What follows belongs to an exercise in optimizing a design on an open flow for small area; a production flow would make more cautious choices.
Only simulation tests tie the RTL to the original design; equivalence was not proved.
The flow treats the clock pin as an ideal source, which a real chip does not have.
No activity file was given, so power comes from the tool's default toggle rates.

==> flow/design.v <==
module irsony_decoder (
    input  wire        clk,
    input  wire        rst,             
    input  wire        edge_valid,
    input  wire        edge_level,      
    input  wire [31:0] edge_ts,         
    input  wire        op_valid,
    input  wire [35:0] op_word,
    input  wire        line_ok,         
    output reg         resp_valid,
    output wire [49:0] resp,
    output reg         edge_done,
    output reg  [2:0]  edge_outcome
);
    localparam [4:0] GAP = 5'd25;
    reg [4:0]  idx;           
    reg        tiny;
    reg [31:0] half_time;     
    reg [31:0] msg_time;      
    reg        msg_zero;      
    reg [4:0]  err_idx;       
    reg        enabled;
    reg [14:0] rx_begin;      
    reg [9:0]  rx_gap_n;      
    reg        rx_gap_ok;
    reg [11:0] rx_bits;       
    reg        cur_ok;        
    reg [9:0]  cur_gap_n;     
    reg [14:0] cur_len_n;     
    reg [11:0] cur_bits;      
    reg        r_ill, r_del_n, r_err, r_line;
    wire in_gap = (idx == GAP);
    wire odd    = idx[0];             
    wire at0    = (idx == 5'd0);
    wire at24   = (idx == 5'd24);
    wire ev     = edge_valid & enabled;
    wire sel_msg  = in_gap & ~msg_zero;
    wire sel_half = ~in_gap;
    wire [31:0] base = ({32{sel_msg}} & msg_time) | ({32{sel_half}} & half_time);
    wire [31:0] ets_n = ~edge_ts;
    wire [16:0] nd;
    wire [17:0] bc;
    assign bc[0] = 1'b0;
    genvar gi;
    generate for (gi = 0; gi < 17; gi = gi + 1) begin : g_sub
        assign nd[gi]     = base[gi] ^ ets_n[gi] ^ bc[gi];
        assign bc[gi + 1] = (base[gi] & ets_n[gi]) | (bc[gi] & (base[gi] | ets_n[gi]));
    end endgenerate
    wire [16:0] d = ~nd;
    wire [14:0] hx = base[31:17] ^ edge_ts[31:17];
    wire [14:0] ha = base[31:17] & ets_n[31:17];
    wire hz17 = (hx[0] == bc[17]) & (hx[14:1] == ha[13:0]);
    wire hz12 = hz17 & (d[16:12] == 5'd0);
    wire [11:0] dl = d[11:0];
    wire lt300  = hz12 & (dl < 12'd300);
    wire gt900  = ~(hz12 & (dl <= 12'd900));
    wire ge900  = ~(hz12 & (dl < 12'd900));
    wire gt1500 = ~(hz12 & (dl <= 12'd1500));
    wire lt1800 = hz12 & (dl < 12'd1800);
    wire gt3000 = ~(hz12 & (dl <= 12'd3000));
    wire gap_ok = hz17 & (d[16:7] < 10'd587);
    wire level_ok = (edge_level == ~odd);
    reg [2:0] oc;
    always @* begin
        oc = 3'd0;
        if (ev) begin
            if (in_gap) begin
                oc = edge_level ? 3'd0 : 3'd1;
            end else if (!level_ok) begin
                oc = (lt300 & ~tiny) ? 3'd2 : 3'd3;
            end else if (at0) begin
                oc = lt1800 ? 3'd2 : gt3000 ? 3'd3 : 3'd1;
            end else if (odd) begin
                oc = lt300 ? 3'd2 : gt900 ? 3'd3 : 3'd1;
            end else begin
                oc = lt300 ? 3'd2 : gt1500 ? 3'd3 : at24 ? 3'd4 : 3'd1;
            end
        end
    end
    wire o_soft   = (oc == 3'd2);
    wire o_hard   = (oc == 3'd3);
    wire o_commit = (oc == 3'd4);
    wire o_adv    = (oc == 3'd1) | o_commit;
    wire o_begin  = o_adv & in_gap;
    wire o_bit    = o_adv & ~in_gap & ~odd & ~at0;
    wire [11:0] new_bits = {ge900, rx_bits[11:1]};
    wire [14:0] len_n;
    wire [15:0] lc;
    assign lc[0] = 1'b0;
    generate for (gi = 0; gi < 15; gi = gi + 1) begin : g_len
        assign len_n[gi]  = rx_begin[gi] ^ ets_n[gi] ^ lc[gi];
        assign lc[gi + 1] = (rx_begin[gi] & ets_n[gi]) | (lc[gi] & (rx_begin[gi] | ets_n[gi]));
    end endgenerate
    wire cur_ok_e = o_commit ? (rx_gap_ok & (new_bits == cur_bits)) : cur_ok;
    wire [2:0] op = op_word[35:33];
    wire l_zero = (op_word[32:8] == 25'd0);
    wire n_zero = l_zero & (op_word[7:0] == 8'd0);
    wire is_trypop = op_valid && op == 3'd1 && n_zero;
    wire is_init   = op_valid && op == 3'd2 && n_zero;
    wire is_start  = op_valid && op == 3'd3 && l_zero;
    wire is_stop   = op_valid && op == 3'd4 && l_zero;
    wire is_erridx = op_valid && op == 3'd5 && n_zero;
    wire is_legal  = is_trypop | is_init | is_start | is_stop | is_erridx;
    wire clr = rst | is_init;
    always @(posedge clk) begin
        if (clr) begin
            idx  <= GAP;
            tiny <= 1'b0;
        end else if (o_adv) begin
            idx  <= o_begin ? 5'd0 : idx + 5'd1;
            tiny <= 1'b0;
        end else if (o_hard) begin
            idx  <= GAP;
            if (level_ok) tiny <= 1'b0;
        end else if (o_soft) begin
            tiny <= 1'b1;
        end
        if (clr)
            err_idx <= 5'd0;
        else if (o_hard)
            err_idx <= idx;
        if (o_adv)
            half_time <= edge_ts;
        if (o_commit)
            msg_time <= edge_ts;
        if (clr)
            msg_zero <= 1'b1;
        else if (o_commit)
            msg_zero <= 1'b0;
        if (o_begin) begin
            rx_begin  <= edge_ts[14:0];
            rx_gap_n  <= nd[16:7];
            rx_gap_ok <= gap_ok;
        end
        if (o_bit)
            rx_bits <= new_bits;
        if (clr) begin
            cur_ok   <= 1'b0;
            cur_bits <= 12'd0;
        end else begin
            cur_ok <= cur_ok_e & ~is_trypop;
            if (o_commit)
                cur_bits <= new_bits;
        end
        if (o_commit) begin
            cur_gap_n <= rx_gap_n;
            cur_len_n <= len_n;
        end
        if (rst)
            enabled <= 1'b0;
        else if ((is_start | is_stop) & line_ok)
            enabled <= is_start;
        resp_valid   <= op_valid & ~rst;
        r_ill        <= ~is_legal;
        r_del_n      <= ~(is_trypop & cur_ok_e);
        r_err        <= is_erridx;
        r_line       <= (is_start | is_stop) & line_ok;
        edge_done    <= edge_valid & ~rst;
        edge_outcome <= oc;
    end
    wire r_del = ~r_del_n;
    wire [4:0] low5 = ({5{r_del}} & cur_bits[11:7]) | ({5{r_err}} & err_idx);
    assign resp = {r_ill, r_del,
                   6'd0, ~({10{r_del_n}} | cur_gap_n),
                   1'b0, ~({15{r_del_n}} | cur_len_n),
                   1'b0, {7{r_del}} & cur_bits[6:0],
                   3'd0, low5[4:1], low5[0] | r_line};
endmodule
clock: 15.0 ns
lec_check: 0
cap_margin: 20
core_margin: 2
core_utilization: 70
slew_margin: 20
standard.sh (not shown) runs the stock make flow with config.mk's settings and CLKGATE_MAP_FILE= SYNTH_SCRIPT=/design/flow/synth_recipe.tcl, a recipe that flattens the netlist after the stock synthesis.
==> flow/flow/run.sh <==
#!/bin/bash
# The standard layout with two changes:
#  - synthesis maps the logic with an area-oriented ABC script (flow/abc_area.script)
#    and leaves full adders to ABC (ADDER_MAP_FILE empty in flow/extra.mk);
#    everything else in synthesis is the standard script (registers unchanged)
#  - the settings in flow/extra.mk are added to the standard flow's config.mk (port buffers of
#    the smallest buffer cell; clock tree options)
#  - after clock tree synthesis, flow/cts_post.tcl upsizes the clock buffers that drive
#    more than 11 pins
set -euo pipefail
W=$(pwd)
# synthesis script: ORFS synth.tcl with the ABC script replaced
python3 - "$FLOW_HOME/scripts/synth.tcl" "$W/synth_area.tcl" "$W/flow/abc_area.script" <<'PY'
import sys
src, dst, abc = sys.argv[1:4]
t = open(src).read()
anchor = "source $::env(SCRIPTS_DIR)/synth_preamble.tcl"
assert anchor in t
t = t.replace(anchor, anchor + "\nset abc_args [lreplace $abc_args 1 1 " + abc + "]\n", 1)
open(dst, "w").write(t)
PY
sed "s#source \$::env(SCRIPTS_DIR)/synth.tcl#source $W/synth_area.tcl#" synth_recipe.tcl > synth_top.tcl
grep -q "synth_area.tcl" synth_top.tcl
cp config.mk config_own.mk
cat flow/extra.mk >> config_own.mk
echo "export POST_CTS_TCL = $W/flow/cts_post.tcl" >> config_own.mk
sed -e "s#SYNTH_SCRIPT=[^ ]*#SYNTH_SCRIPT=$W/synth_top.tcl#" -e "s#DESIGN_CONFIG=[^ ]*#DESIGN_CONFIG=$W/config_own.mk#" standard.sh > standard_own.sh
grep -q "synth_top.tcl" standard_own.sh
bash standard_own.sh > standard_own.log 2>&1
Other scripts of this flow, unchanged in this note and not shown: flow/flow/abc_area.script, flow/flow/cts_post.tcl, flow/flow/extra.mk
==> next run, changes <==
--- a/flow/design.v
+++ b/flow/design.v
@@ -20,22 +20,22 @@
     reg        msg_zero;      
     reg [4:0]  err_idx;       
     reg        enabled;
     reg [14:0] rx_begin;      
     reg [9:0]  rx_gap_n;      
     reg        rx_gap_ok;
-    reg [11:0] rx_bits;       
+    reg [11:0] rx_bits_n;     
     reg        cur_ok;        
     reg [9:0]  cur_gap_n;     
     reg [14:0] cur_len_n;     
-    reg [11:0] cur_bits;      
+    reg [11:0] cur_bits_n;    
     reg        r_ill, r_del_n, r_err, r_line;
-    wire in_gap = (idx == GAP);
+    wire in_gap = idx[4] & idx[3] & idx[0];
     wire odd    = idx[0];             
     wire at0    = (idx == 5'd0);
-    wire at24   = (idx == 5'd24);
+    wire at24   = idx[4] & idx[3] & ~idx[0];
     wire ev     = edge_valid & enabled;
     wire sel_msg  = in_gap & ~msg_zero;
     wire sel_half = ~in_gap;
     wire [31:0] base = ({32{sel_msg}} & msg_time) | ({32{sel_half}} & half_time);
     wire [31:0] ets_n = ~edge_ts;
     wire [16:0] nd;
@@ -80,21 +80,21 @@
     wire o_soft   = (oc == 3'd2);
     wire o_hard   = (oc == 3'd3);
     wire o_commit = (oc == 3'd4);
     wire o_adv    = (oc == 3'd1) | o_commit;
     wire o_begin  = o_adv & in_gap;
     wire o_bit    = o_adv & ~in_gap & ~odd & ~at0;
-    wire [11:0] new_bits = {ge900, rx_bits[11:1]};
+    wire [11:0] new_bits_n = {~ge900, rx_bits_n[11:1]};
     wire [14:0] len_n;
     wire [15:0] lc;
     assign lc[0] = 1'b0;
     generate for (gi = 0; gi < 15; gi = gi + 1) begin : g_len
         assign len_n[gi]  = rx_begin[gi] ^ ets_n[gi] ^ lc[gi];
         assign lc[gi + 1] = (rx_begin[gi] & ets_n[gi]) | (lc[gi] & (rx_begin[gi] | ets_n[gi]));
     end endgenerate
-    wire cur_ok_e = o_commit ? (rx_gap_ok & (new_bits == cur_bits)) : cur_ok;
+    wire cur_ok_e = o_commit ? (rx_gap_ok & (new_bits_n == cur_bits_n)) : cur_ok;
     wire [2:0] op = op_word[35:33];
     wire l_zero = (op_word[32:8] == 25'd0);
     wire n_zero = l_zero & (op_word[7:0] == 8'd0);
     wire is_trypop = op_valid && op == 3'd1 && n_zero;
     wire is_init   = op_valid && op == 3'd2 && n_zero;
     wire is_start  = op_valid && op == 3'd3 && l_zero;
@@ -130,20 +130,20 @@
         if (o_begin) begin
             rx_begin  <= edge_ts[14:0];
             rx_gap_n  <= nd[16:7];
             rx_gap_ok <= gap_ok;
         end
         if (o_bit)
-            rx_bits <= new_bits;
+            rx_bits_n <= new_bits_n;
         if (clr) begin
             cur_ok   <= 1'b0;
-            cur_bits <= 12'd0;
+            cur_bits_n <= 12'hFFF;
         end else begin
             cur_ok <= cur_ok_e & ~is_trypop;
             if (o_commit)
-                cur_bits <= new_bits;
+                cur_bits_n <= new_bits_n;
         end
         if (o_commit) begin
             cur_gap_n <= rx_gap_n;
             cur_len_n <= len_n;
         end
         if (rst)
@@ -156,13 +156,13 @@
         r_err        <= is_erridx;
         r_line       <= (is_start | is_stop) & line_ok;
         edge_done    <= edge_valid & ~rst;
         edge_outcome <= oc;
     end
     wire r_del = ~r_del_n;
-    wire [4:0] low5 = ({5{r_del}} & cur_bits[11:7]) | ({5{r_err}} & err_idx);
+    wire [4:0] low5 = ~({5{r_del_n}} | cur_bits_n[11:7]) | ({5{r_err}} & err_idx);
     assign resp = {r_ill, r_del,
                    6'd0, ~({10{r_del_n}} | cur_gap_n),
                    1'b0, ~({15{r_del_n}} | cur_len_n),
-                   1'b0, {7{r_del}} & cur_bits[6:0],
+                   1'b0, ~({7{r_del_n}} | cur_bits_n[6:0]),
                    3'd0, low5[4:1], low5[0] | r_line};
 endmodule
What happened: Flip-flop and latch count does not change. Worst setup slack got worse by 0.53 ns. Worst hold slack got worse by 0.026 ns. Power rises by 0.33%. Fmax falls by 4.4%. Via count falls by 1.9%. Design area is about the same. First-iteration DRC count falls by 7.4%. Synthesized cell count falls by 4.6%. Cell count falls by 3.5%.

## what the ideal ports hide
In the flow no input, the clock included, has a driving cell. The finished layouts below were timed again as built, in two steps. Step 1 assumes that a clkbuf_16 drives the clock port and a buf_2 every other input. Step 2 also shifts input and output timing later by t, the mid clock arrival at the registers, as if the neighbouring blocks saw the same clock. Three values: ideal ports, drivers, drivers and shift; two values: the first two.
run	shift t [ns]	setup WS [ns]	worst setup path after step 2
the first run	0.399	3.513 / 3.534 / 3.134	input to register
the second run	0.398	2.986 / 3.003 / 2.605	input to register
After both steps every run listed still meets setup and hold. For the second run, which loses most, drivers alone change the setup slack by +0.017 ns; drivers and shift together by -0.381 ns.
